This design comes from an exercise in tuning for small area and a short achievable clock period on the open sky130 flow, not from production work. Function was not checked in any run shown here: the RTL went through the layout flow alone. Power and IR drop assume default switching activity.

<file path="flow/config.mk">
export PLATFORM = sky130hd
export DESIGN_NAME = daisy_core
export DESIGN_NICKNAME = daisy_core
export VERILOG_FILES = /design/flow/design.v
export SDC_FILE = /design/flow/constraint.sdc
export NUM_CORES = 4
export LEC_CHECK = 0
export CAP_MARGIN = 20
export CORE_MARGIN = 2
export CORE_UTILIZATION = 40
export SETUP_SLACK_MARGIN = 1.6
export SLEW_MARGIN = 20
</file>
<file path="flow/constraint.sdc">
create_clock -name core_clock -period 3.5 [get_ports {clk}]
set_input_delay 0.7000 -clock core_clock [delete_from_list [all_inputs] [get_ports {clk}]]
set_output_delay 0.7000 -clock core_clock [all_outputs]
set_load 0.01 [all_outputs]
</file>
<file path="flow/design.v">
module dc_cond (
    input  wire [2:0]  phase,
    input  wire [15:0] win,
    input  wire [9:0]  cnt,
    input  wire [15:0] crc,
    input  wire        prev_e,
    output wire        wp, ws, pf, pl, in_hop,
    output wire        fl0, fl1,       
    output wire        pr0, pr1,       
    output wire        hc0, hc1,       
    output wire        nostart,        
    output wire        stuff_err,      
    output wire        noend,          
    output wire        take,           
    output wire        pf_end,         
    output wire        byte_end,       
    output wire        crc_ok,         
    output wire        cnt_en,         
    output wire [9:0]  cnt_inc,
    output wire [15:0] crc_s
);
    localparam [15:0] CRC_POLY     = 16'h8408;
    localparam [15:0] CRC_RESIDUAL = 16'hF0B8;
    assign wp     = (phase == 3'd2);
    assign ws     = (phase == 3'd3);
    assign pf     = (phase == 3'd4);
    assign pl     = (phase == 3'd5);
    assign in_hop = (phase == 3'd6);
    wire b         = win[8];
    wire stuff_due = &win[7:3];
    wire c7        = (cnt[2:0] == 3'd7);
    wire flag_w = (win[15:9] == 7'b1111110);
    wire pre_w  = (win[15:1] == 15'h5555) & (cnt >= 10'd15);
    wire hop_w  = (cnt >= 10'd5);
    assign fl0 = flag_w & prev_e;
    assign fl1 = flag_w & ~prev_e;
    assign pr0 = pre_w & prev_e;
    assign pr1 = pre_w & ~prev_e;
    assign hc0 = hop_w & (~prev_e == win[15]);
    assign hc1 = hop_w & (prev_e == win[15]);
    assign nostart   = ws & (cnt[3:0] == 4'd15);
    assign stuff_err = pl & stuff_due & b;
    assign take      = pl & ~stuff_due;
    assign noend     = take & (cnt == 10'd1020);
    assign pf_end    = pf & c7;
    assign byte_end  = take & c7;
    assign crc_s     = {1'b0, crc[15:1]} ^ ((b ^ crc[0]) ? CRC_POLY : 16'h0000);
    assign crc_ok    = stuff_due ? (crc == CRC_RESIDUAL) : (crc_s == CRC_RESIDUAL);
    assign cnt_en    = wp | ws | pf | take;
    assign cnt_inc   = cnt + 10'd1;
endmodule
module daisy_core (
    input  wire       clk,
    input  wire       rst,
    input  wire       op_valid,
    input  wire [3:0] op,
    output reg        cmd_ready,
    output reg        rx_active,
    output reg        hop_request,
    output reg        rdata_valid,
    output wire [7:0] rdata,
    output reg        radio_req,
    output wire       radio_channel,
    output reg        sink_byte_valid,
    output wire [7:0] sink_byte,
    output reg        sink_commit,
    output reg        sink_begin,
    output wire       sink_begin_chan
);
    localparam [2:0] PH_OFF      = 3'd0;
    localparam [2:0] PH_WAITPRE  = 3'd2;
    localparam [2:0] PH_WAITSTA  = 3'd3;
    localparam [2:0] PH_PREFETCH = 3'd4;
    localparam [2:0] PH_PAYLOAD  = 3'd5;
    localparam [2:0] PH_HOP      = 3'd6;
    localparam [2:0] ERR_NONE    = 3'd0;
    localparam [2:0] ERR_NOSTART = 3'd1;
    localparam [2:0] ERR_STUFF   = 3'd2;
    localparam [2:0] ERR_NOEND   = 3'd3;
    localparam [2:0] ERR_CRC     = 3'd4;
    reg [2:0]  phase;
    reg [15:0] win;
    reg [9:0]  cnt;
    reg [7:0]  acc;
    reg [15:0] crc;
    reg        prev_e;
    reg        chan;
    reg [2:0]  err;
    reg [5:0]  tag;
    reg [1:0]  rsel;       
    wire err_taken = rdata_valid & (rsel == 2'b11);
    reg [5:0] rd;
    always @* begin
        case (rsel)
            2'b00:   rd = {3'd0, phase};
            2'b01:   rd = {5'd0, chan};
            2'b10:   rd = tag;
            default: rd = {3'd0, err};
        endcase
    end
    assign rdata           = {2'b00, rd};
    assign radio_channel   = chan;
    assign sink_begin_chan = chan;
    assign sink_byte       = acc;
    wire        wp, ws, pf, pl, in_hop, fl0, fl1, pr0, pr1, hc0, hc1;
    wire        nostart, stuff_err, noend, take, pf_end, byte_end, crc_ok, cnt_en;
    wire [9:0]  cnt_inc;
    wire [15:0] crc_s;
    dc_cond u_cond (
        .phase(phase), .win(win), .cnt(cnt), .crc(crc), .prev_e(prev_e),
        .wp(wp), .ws(ws), .pf(pf), .pl(pl), .in_hop(in_hop),
        .fl0(fl0), .fl1(fl1), .pr0(pr0), .pr1(pr1), .hc0(hc0), .hc1(hc1),
        .nostart(nostart), .stuff_err(stuff_err), .noend(noend), .take(take),
        .pf_end(pf_end), .byte_end(byte_end), .crc_ok(crc_ok), .cnt_en(cnt_en),
        .cnt_inc(cnt_inc), .crc_s(crc_s)
    );
    wire e      = op[0];
    wire is_bit = op_valid & (op[3:1] == 3'b000);
    wire done   = op_valid & (op == 4'h5) & ~cmd_ready;    
    wire task_  = op_valid & cmd_ready;
    wire start  = task_ & (op == 4'h2);
    wire stop   = task_ & (op == 4'h3);
    wire serv   = task_ & (op == 4'h4) & in_hop;
    wire read   = task_ & (op[3:2] == 2'b10);
    wire radio  = op_valid & (op[3:1] == 3'b001 || op == 4'h4);    
    wire fl  = e ? fl1 : fl0;
    wire pr  = e ? pr1 : pr0;
    wire hc  = e ? hc1 : hc0;
    wire d   = ~(prev_e ^ e);
    wire rs  = (nostart & ~fl) | stuff_err | (pl & fl) | noend;    
    wire clr = rs | (wp & pr) | (ws & fl) | pf_end;               
    reg [2:0] bphase;
    reg [2:0] berr;
    always @* begin
        bphase = phase;
        if (wp & pr)        bphase = PH_WAITSTA;
        else if (wp & hc)   bphase = PH_HOP;
        if (ws & fl)        bphase = PH_PREFETCH;
        if (pf_end)         bphase = PH_PAYLOAD;
        if (rs)             bphase = PH_WAITPRE;
        berr = err_taken ? ERR_NONE : err;
        if (nostart & ~fl)  berr = ERR_NOSTART;
        if (stuff_err)      berr = ERR_STUFF;
        else if (pl & fl)   berr = crc_ok ? (err_taken ? ERR_NONE : err) : ERR_CRC;
        else if (noend)     berr = ERR_NOEND;
    end
    wire [2:0] phase_n = is_bit ? bphase : done ? PH_WAITPRE : stop ? PH_OFF : phase;
    wire       ready_n = done | (cmd_ready & ~(start | serv));
    always @(posedge clk) begin
        if (is_bit) begin
            win    <= {d, win[15:1]};
            prev_e <= e;
        end
        if (is_bit & take) acc <= {win[8], acc[7:1]};
        if (is_bit & (take | pf_end)) crc <= pf_end ? 16'hFFFF : crc_s;
        if ((is_bit & clr) | done)  cnt <= 10'd0;
        else if (is_bit & cnt_en)   cnt <= cnt_inc;
        rsel <= op[1:0];
        if (rst) begin
            phase           <= PH_OFF;
            prev_e          <= 1'b0;
            chan            <= 1'b0;
            err             <= ERR_NONE;
            tag             <= 6'd0;
            cmd_ready       <= 1'b1;
            rx_active       <= 1'b0;
            hop_request     <= 1'b0;
            rdata_valid     <= 1'b0;
            radio_req       <= 1'b0;
            sink_byte_valid <= 1'b0;
            sink_commit     <= 1'b0;
            sink_begin      <= 1'b0;
        end else begin
            phase           <= phase_n;
            chan            <= chan ^ serv;
            if (is_bit)          err <= berr;
            else if (err_taken)  err <= ERR_NONE;
            if (is_bit & pf_end) tag <= {d, win[15:11]};
            cmd_ready       <= ready_n;
            rx_active       <= done | (rx_active & ~stop);
            hop_request     <= is_bit ? (cmd_ready & (in_hop | (wp & ~pr & hc)))
                                      : (hop_request & ~radio);
            rdata_valid     <= read;
            radio_req       <= start | serv;
            sink_byte_valid <= is_bit & byte_end;
            sink_commit     <= is_bit & ~stuff_err & pl & fl & crc_ok;
            sink_begin      <= (is_bit & rs) | done;
        end
    end
endmodule
</file>
<file path="flow/flow/run.sh">
#!/bin/bash
# ORFS layout through the standard.sh, with these changes:
#  - synthesis may not use the slow many-input OR / NOR cells (added to the
#    platform's don't-use list);
#  - ports are buffered with buf_4 instead of the smallest buffer the resizer picks;
#  - timing repair may swap a cell for one with another footprint.
# Each tool's output goes to a log file of its own in this folder.
set -euo pipefail
BASE=$(make -s -C "$FLOW_HOME" DESIGN_CONFIG="$PWD/config.mk" WORK_HOME="$PWD/orfs" print-DONT_USE_CELLS 2>/dev/null \
       | sed -n 's/^DONT_USE_CELLS: //p' | tail -1)
SLOW=""
for c in or3_1 or3_2 or3_4 or3b_1 or3b_2 or3b_4 or4_1 or4_2 or4_4 or4b_1 or4b_2 or4b_4 \
         or4bb_1 or4bb_2 or4bb_4 nor4_1 nor4_2 nor4_4 nor4b_1 nor4b_2 nor4b_4 nor4bb_1 nor4bb_2 nor4bb_4; do
  SLOW="$SLOW sky130_fd_sc_hd__$c"
done
echo "DONT_USE_CELLS=$BASE $SLOW" > dont_use.log
bash standard.sh "DONT_USE_CELLS=$BASE $SLOW" synth > synth.log 2>&1
bash standard.sh "DONT_USE_CELLS=$BASE $SLOW" MATCH_CELL_FOOTPRINT=0 \
  "BUFFER_PORTS_ARGS=-buffer_cell sky130_fd_sc_hd__buf_4" finish > layout.log 2>&1
</file>
<file path="flow/standard.sh">
#!/bin/bash
# synth_recipe.tcl (not shown) runs the flow's synth.tcl, then flattens the netlist and writes it again
# the make line also repeats each setting of config.mk as NAME=value (left out here)
make -C /OpenROAD-flow-scripts/flow DESIGN_CONFIG=/design/flow/config.mk WORK_HOME=/design/flow/orfs CLKGATE_MAP_FILE= SYNTH_SCRIPT=/design/flow/synth_recipe.tcl "${@:-finish}"
</file>
==> results of run 1 <==
==> worst max-delay path: cells and delay by family, from the launching register on <==
family	cells	cell delay, ns
buffers and inverters	1	0.14
DFF	1	0.39
muxes	1	0.53
==> registers in the layout, indices dropped and copies added (netlist names), 2 cells and up <==
register	flops
crc	16
cnt	10
err	3
phase	3
tag	6
rsel	2
acc	8
win	15
==> cells in the final DEF (no fill, tap or decap), types with 4 or more instances in the layout <==
cell	synthesis	routed
nand2b_1	18	18
nand2_1	19	18
o21ai_0	10	8
xnor2_1	5	5
dfxtp_1	34	25
dfxtp_2	0	7
nor3b_1	6	5
a21oi_1	15	12
clkbuf_8	0	10
nor2_1	30	28
nand3_1	15	15
edfxtp_1	39	39
a31oi_1	4	4
buf_4	4	37
nand4_1	7	7
xor2_1	9	9
==> per-layer routing <==
metal,track usage,vias up,share of wire
met5,0,-,0
met4,0.07609,0,0.020
met3,0.04190,13,0.039
met2,0.2629,66,0.47
met1,0.2257,1162,0.47
li1,-,1169,-
==> report_power, final <==
group          switching [W]  internal (W)  leakage (nW)
combinational      0.0000393     0.0000331         0.766
clock               0.000305      0.000274        0.0891
sequential         0.0000136      0.000905         0.631
total               0.000358       0.00121          1.49
==> per-stage QoR <==
step	hold slack [ns]	area [µm²]	worst slack, ns
2_1_floorplan	0.4191	3369	1.526
6_report	0.4446	4028	1.406
4_1_cts	0.4457	3946	1.398
3_3_place_gp	0.4254	3680	1.228
3_5_place_dp	0.4273	3680	1.195
5_1_grt	0.4512	4028	1.360
==> worst min-delay path by stage <==
stage,startpoint,end,slack [ns],cells past startpoint
2_1_floorplan,win[2],win[1],0.42,0
3_3_place_gp,win[2],win[1],0.43,0
3_5_place_dp,win[2],win[1],0.43,0
4_1_cts,win[2],win[1],0.45,0
5_1_grt,win[2],win[1],0.45,0
6_report,win[2],win[1],0.44,0
==> area by class of cell <==
class | instances | share of cell area
inverter | 5 | 0.005902
sequential | 73 | 0.4638
timing repair buffer | 39 | 0.07456
tap | 105 | 0.03262
clock buffer | 11 | 0.03510
multi-input combinational | 212 | 0.3802
clock inverter | 5 | 0.007766
==> kinds of logic (layout without fill, tap and decap cells) <==
group	count (synthesis)	after routing
other cells	1	2
buf+inv	18	60
mux	7	7
simple gates	134	134
compound gates	48	49
fa+ha+maj	5	5
xor+xnor	15	15
flops	73	73
==> synth_stat cells (all sizes together), types with 2 or more instances <==
cell type	instances
a22o	2
nand3	15
xnor2	6
or2	4
inv	5
nand4b	3
a21oi	15
nand4	7
and3	5
ha	5
edfxtp	39
buf	6
and2	7
nand2	20
o21ai	12
and3b	3
and4bb	4
clkbuf	7
and4b	2
a21boi	2
dfxtp	34
nand2b	18
nor2b	4
a31oi	4
o21a	3
mux2i	3
nor2	30
nor3b	6
nor3	3
xor2	9
mux2	3
==> timing repair <==
action                     in CTS  in global routing
gates cloned                    1                  0
pin swaps                       3                  5
setup buffers                   6                  0
resized for setup              15                 29
setup endpoints to repair      21                 39
==> results.sh, run 1 <==
export IMPL_fin_util=0.4952
export IMPL_synth_top_family_by_area="simple AND/OR/NAND/NOR gates"
export IMPL_worstPathRequired_ns=2.80
export IMPL_r2r_start="win[15]"
export IMPL_syn_avg_cell_area_um2=11.09
export IMPL_r2r_end="cnt[3]"
export IMPL_synthArstFlopShare=0
export IMPL_ys_seq_elements=73
export IMPL_rsz0062_at_grt="yes"
export IMPL_drc=0
export IMPL_end_kind="output pin"
export IMPL_fill_cells=725
export IMPL_synth_compound_area_frac=0.09936
export IMPL_routed_via_density=5.356
export IMPL_slew_violations=0
export IMPL_maxCapViolations=0
export IMPL_cp_endpoint="rdata[0]"
export IMPL_synth_main_ff_cell="edfxtp_1"
export IMPL_total_power_w=0.001570
export IMPL_slew_limit_headroom=0.6572
export IMPL_nets=352
export IMPL_ir_drop_v=0.0001825
export IMPL_antenna_cells=0
export IMPL_core_area_um2=8134
export IMPL_reg2reg_depth=6
export IMPL_worstPathMaxFanout=5
export IMPL_worstMarginPinSlew_ns=0.5131
export IMPL_synth_adder_area_share=0.01875
export IMPL_drt_iter0_markers=73
export IMPL_tns_ns=0
export IMPL_htreeDepth=3
export IMPL_dpl_cell_count=427
export IMPL_syn_area_um2=3337
export IMPL_p_per_area_nw_per_um2=389.9
export IMPL_yosys_top_cells_area="edfxtp_1, dfxtp_1, nand2b_1"
export IMPL_hpwl_um=4838
export IMPL_dr_pass1_iters=4
export IMPL_hold_class="flip-flop to flip-flop"
export IMPL_cts_num_sinks=73
export IMPL_clk_path_buf_depth=2
export IMPL_crit_start="rsel[0]"
export IMPL_critPathKind="flip-flop to output pin"
export IMPL_worstSetupStartpointType="flip-flop"
export IMPL_die_area_um2=9089
export IMPL_clk_latency_ns=0.35
export IMPL_hold_viol=0
export IMPL_grt_use_total=0.1700
export IMPL_routabilityCongestion=0.8149
export IMPL_grt_pass1_vias=2395
export IMPL_syn_to_final_growth_pct=20.70
export IMPL_fp_dieH_um=95.34
export IMPL_grt_pass1_wl_um=11670
export IMPL_crit_chain="mux4_2, buf_6"
export IMPL_synth_simple_area_share=0.2321
export IMPL_die_w_um=95.34
export IMPL_setup_violations=0
export IMPL_clock_skew_ns=0.01002
export IMPL_routedWlPerCell_um=15.88
export IMPL_cts_tree="done"
export IMPL_dr_total_vias=2410
export IMPL_layout_min_cycle_time_ns=2.094
export IMPL_io_buffers=30
export IMPL_worst_path_max_delay_cell="mux4_2"
export IMPL_cts_hold_fix_buffers=0
export IMPL_fin_cells=450
export IMPL_p_leak_nw=1.486
export IMPL_status="complete, no violations"
export IMPL_synth_distinct_cells=58
export IMPL_clock_tree_root_cell="clkbuf_8"
export IMPL_synthXorXnorAreaFrac=0.04162
export IMPL_initial_core_util=0.4102
export IMPL_synth_top_area_cell="edfxtp_1"
export IMPL_cpPeakStageDelay_ns=0.53
export IMPL_synthMuxAreaShare=0.02700
export IMPL_synth_top_area_share=0.3510
export IMPL_antenna_left=0
export IMPL_seq_area_um2=1868
export IMPL_synth_edff_count=39
export IMPL_ys_warn_count=1
export IMPL_grt_ovfl_total=0
export IMPL_grt_max_degree=29
export IMPL_path_clk_slew_ns=0.07
export IMPL_antenna_found_initial=0
export IMPL_cts_buffers=9
export IMPL_row_count=33
export IMPL_postRouteWirelength_um=7146
export IMPL_drive_above_1_share=0.3130
export IMPL_ios=33
export IMPL_yosysSeqAreaShare=0.5549
export IMPL_multi_input_area_um2=1531
export IMPL_fmax_mhz=477.6
export IMPL_synthCells=301
export IMPL_arrival_ns=1.39
export IMPL_r2r_slack_ns=1.61
export IMPL_finalCritPeriodShare=0.5982
==> run 2: changes to the inputs <==
--- a/flow/flow/run.sh
+++ b/flow/flow/run.sh
@@ -1,6 +1,6 @@
 #!/bin/bash
 # ORFS layout through the standard.sh, with these changes:
-#  - synthesis may not use the slow many-input OR / NOR cells (added to the
+#  - synthesis may not use the slow many-input OR / NOR, 5-input AOI and MUX2 cells (added to the
 #    platform's don't-use list);
 #  - ports are buffered with buf_4 instead of the smallest buffer the resizer picks;
 #  - timing repair may swap a cell for one with another footprint.
@@ -10,7 +10,7 @@
        | sed -n 's/^DONT_USE_CELLS: //p' | tail -1)
 SLOW=""
 for c in or3_1 or3_2 or3_4 or3b_1 or3b_2 or3b_4 or4_1 or4_2 or4_4 or4b_1 or4b_2 or4b_4 \
-         or4bb_1 or4bb_2 or4bb_4 nor4_1 nor4_2 nor4_4 nor4b_1 nor4b_2 nor4b_4 nor4bb_1 nor4bb_2 nor4bb_4; do
+         or4bb_1 or4bb_2 or4bb_4 mux2_1 mux2_2 mux2_4 mux2_8 a2111oi_0 a2111oi_1 a2111oi_2 a2111oi_4 a2111o_1 a2111o_2 a2111o_4 nor4_1 nor4_2 nor4_4 nor4b_1 nor4b_2 nor4b_4 nor4bb_1 nor4bb_2 nor4bb_4; do
   SLOW="$SLOW sky130_fd_sc_hd__$c"
 done
 echo "DONT_USE_CELLS=$BASE $SLOW" > dont_use.log
==> run 2 against run 1 <==
Effect of this change:
- still clean on timing, DRC and antenna
- synthesized cell count up 3.0%
- sequential share of layout area down 1.5 points
- core utilization up 1.5 points
- sequential cell count unchanged
- via count up 2.9%
- register-to-register slack worse by 0.05 ns
- area after synthesis up 1.0%
- global-route usage down 0.051 points
- first-iteration DRC count up 56%
- final cell count up 3.8%
- critical path depth unchanged
- routed wire length up 2.5%
- largest cell class unchanged
==> results.sh, run 2 <==
export IMPL_status="complete, no violations"
export IMPL_syn_to_final_growth_pct=23.68
export IMPL_grt_ovfl_total=0
export IMPL_synth_compound_area_frac=0.09688
export IMPL_antenna_cells=0
export IMPL_postRouteWirelength_um=7324
export IMPL_synthXorXnorAreaFrac=0.04454
export IMPL_yosys_top_cells_area="edfxtp_1, dfxtp_1, nor2_1"
export IMPL_nets=369
export IMPL_finalCritPeriodShare=0.5789
export IMPL_most_common_layout_cells="buf_4, edfxtp_1, nand2_1, nor2_1, dfxtp_1"
export IMPL_worstPathRequired_ns=2.80
export IMPL_initial_core_util=0.4123
export IMPL_grt_pass1_wl_um=11770
export IMPL_setup_slack_ns=1.474
export IMPL_fp_dieH_um=95.80
export IMPL_cpPeakStageDelay_ns=0.50
export IMPL_ys_seq_elements=73
export IMPL_setup_violations=0
export IMPL_ios=33
export IMPL_synthArstFlopShare=0
export IMPL_critPathKind="flip-flop to output pin"
export IMPL_end_kind="output pin"
export IMPL_row_count=33
export IMPL_synth_edff_count=39
export IMPL_clock_skew_ns=0.009382
export IMPL_htreeDepth=3
export IMPL_cts_num_sinks=73
export IMPL_routedWlPerCell_um=15.68
export IMPL_r2r_slack_ns=1.56
export IMPL_dp_slack_ns=1.202
export IMPL_top_register="crc"
export IMPL_yosysSeqAreaShare=0.5494
export IMPL_arrival_ns=1.33
export IMPL_worst_path_max_delay_cell="mux4_2"
export IMPL_synth_distinct_cells=60
export IMPL_slew_violations=0
export IMPL_final_common_cell="buf_4"
export IMPL_cp_endpoint="rdata[0]"
export IMPL_p_leak_nw=1.525
export IMPL_hold_class="flip-flop to flip-flop"
export IMPL_worstSetupStartpointType="flip-flop"
export IMPL_tns_ns=0
export IMPL_grt_max_degree=25
export IMPL_fill_cells=753
export IMPL_synth_top_family_by_area="simple AND/OR/NAND/NOR gates"
export IMPL_grt_pass1_vias=2421
export IMPL_hold_viol=0
export IMPL_r2r_start="phase[0]"
export IMPL_layout_min_cycle_time_ns=2.026
export IMPL_synth_top_area_share=0.3474
export IMPL_grt_use_total=0.1695
export IMPL_drc=0
export IMPL_hpwl_um=4972
export IMPL_antenna_left=0
export IMPL_crit_chain="mux4_2, buf_6"
export IMPL_synthCells=310
export IMPL_drive_above_1_share=0.3287
export IMPL_routed_via_density=5.308
export IMPL_ys_warn_count=1
export IMPL_core_area_um2=8175
export IMPL_die_w_um=95.80
export IMPL_dr_total_vias=2479
export IMPL_crit_start="rsel[0]"
export IMPL_io_buffers=30
export IMPL_synthTopCellsByCount="edfxtp_1, nor2_1, dfxtp_1, nand2_1, nand3_1"
export IMPL_largest_registers="crc: 16 flops, win: 15 flops, cnt: 10 flops"
export IMPL_fmax_mhz=493.5
export IMPL_clock_tree_root_cell="clkbuf_8"
export IMPL_maxCapViolations=0
export IMPL_synthMuxAreaShare=0.01856
export IMPL_seq_area_um2=1871
export IMPL_worstMarginPinSlew_ns=0.5582
export IMPL_synth_main_ff_cell="edfxtp_1"
export IMPL_die_area_um2=9177
export IMPL_syn_avg_cell_area_um2=10.87
export IMPL_worstPathMaxFanout=2
export IMPL_ir_drop_v=0.0002112
export IMPL_synth_top_area_cell="edfxtp_1"
export IMPL_path_clk_slew_ns=0.08
export IMPL_clk_latency_ns=0.34
export IMPL_syn_area_um2=3371
export IMPL_dr_pass1_iters=4
export IMPL_synth_adder_area_share=0.01856
export IMPL_cts_buffers=9
export IMPL_routabilityCongestion=0.7842
export IMPL_slew_limit_headroom=0.6271
export IMPL_multi_input_area_um2=1562
export IMPL_reg2reg_depth=8
export IMPL_clk_path_buf_depth=2
export IMPL_cts_tree="done"
export IMPL_cts_hold_fix_buffers=0
export IMPL_r2r_end="cnt[3]"
export IMPL_drt_iter0_markers=114
export IMPL_antenna_found_initial=0
export IMPL_synth_simple_area_share=0.2387
export IMPL_p_per_area_nw_per_um2=381.0
export IMPL_largest_reg_flops=16
export IMPL_rsz0062_at_grt="yes"
export IMPL_yosysMostFrequentCell="edfxtp_1"
## run 2: stage by stage
step                utilization  hold WS [ns]  area (µm²)  total power [W]  std cells
floorplan                     -        0.4185        3393        0.0009768        311
CTS                      0.4894        0.4584        4001         0.001602        460
global route             0.5099        0.4699        4169         0.001656        467
detailed placement       0.4504        0.4470        3682        0.0009968        437
finish                   0.5099        0.4576        4169         0.001588        467
global placement         0.4504        0.4242        3682        0.0009953        437
## run 2: kinds of logic after synthesis
logic type,after synthesis
xor gates and xnor gates,15
buffers and inverters,19
other,1
adders and majority gates,5
DFF,73
and+or+nand+nor,143
muxes,5
AOI/OAI and AO/OA,49
## run 2: final cells by class
type,count,area share
clock buffers,11,0.03631
clock inverters,5,0.007203
inverters,7,0.006303
multi-input cells,219,0.3746
flip-flops and latches,73,0.4487
well taps,105,0.03151
repair buffers,47,0.09544
## run 2: per-layer routing
metal | up-vias | GRT usage | wire length, µm
li1 | 1203 | - | -
met1 | 1188 | 0.2201 | 3359
met2 | 72 | 0.2721 | 3414
met3 | 16 | 0.03289 | 361
met4 | 0 | 0.08095 | 189
met5 | - | 0 | 0
## run 2: critical path, delay by kind of cell, from the launching register on
kind                   cells  cell delay, ns
DFF                        1            0.35
buffers and inverters      1            0.14
muxes                      1            0.50
## run 2: worst min-delay path by stage
stage                start     end  cells past startpoint
floorplan           win[2]  win[1]                      0
global placement    win[2]  win[1]                      0
finish              tag[4]  tag[4]                      2
global route        acc[2]  acc[1]                      0
detailed placement  tag[4]  tag[4]                      2
CTS                 tag[4]  tag[4]                      2
## run 2: timing repair
item,CTS,global route
buffers inserted,7,6
cloned,0,1
pin swaps,3,8
setup endpoints to repair,48,36
resized for setup,22,30
## run 2: power by group
part	switching [W]	internal, W	leakage (nW)
logic	0.0000421	0.0000338	0.802
clock network	0.000305	0.000292	0.0911
registers	0.0000128	0.000903	0.631
total	0.000360	0.00123	1.52

==> separate check: timing with driven ports <==
No port has a modelled driver above. Below, the same layouts with a new extraction and two added sets of constraints.
Step 1, drivers: a clkbuf_16 drives clk and a buf_2 each remaining input, both assumed.
Step 2 adds t to the input delays and takes it off the output delays; t is the mean of the earliest and latest rising clock arrival at the registers after step 1. Input paths then give back, and output paths get back, about the clock's delay inside the block.
a / b / c = ideal / step 1 / step 2; a / b = the first two.
run | t, ns | setup slack, ns | worst slew at a driven data input, ns | cell pins on the clock port's net
run 1 | 0.372 | 1.406 / 1.376 / 1.247 | 0.03 | 1
run 2 | 0.369 | 1.474 / 1.443 / 1.246 | 0.03 | 1
After both steps every run listed still meets setup and hold. The setup slack of run 2, which loses most, moves by -0.031 ns with the drivers and by -0.228 ns with both steps.
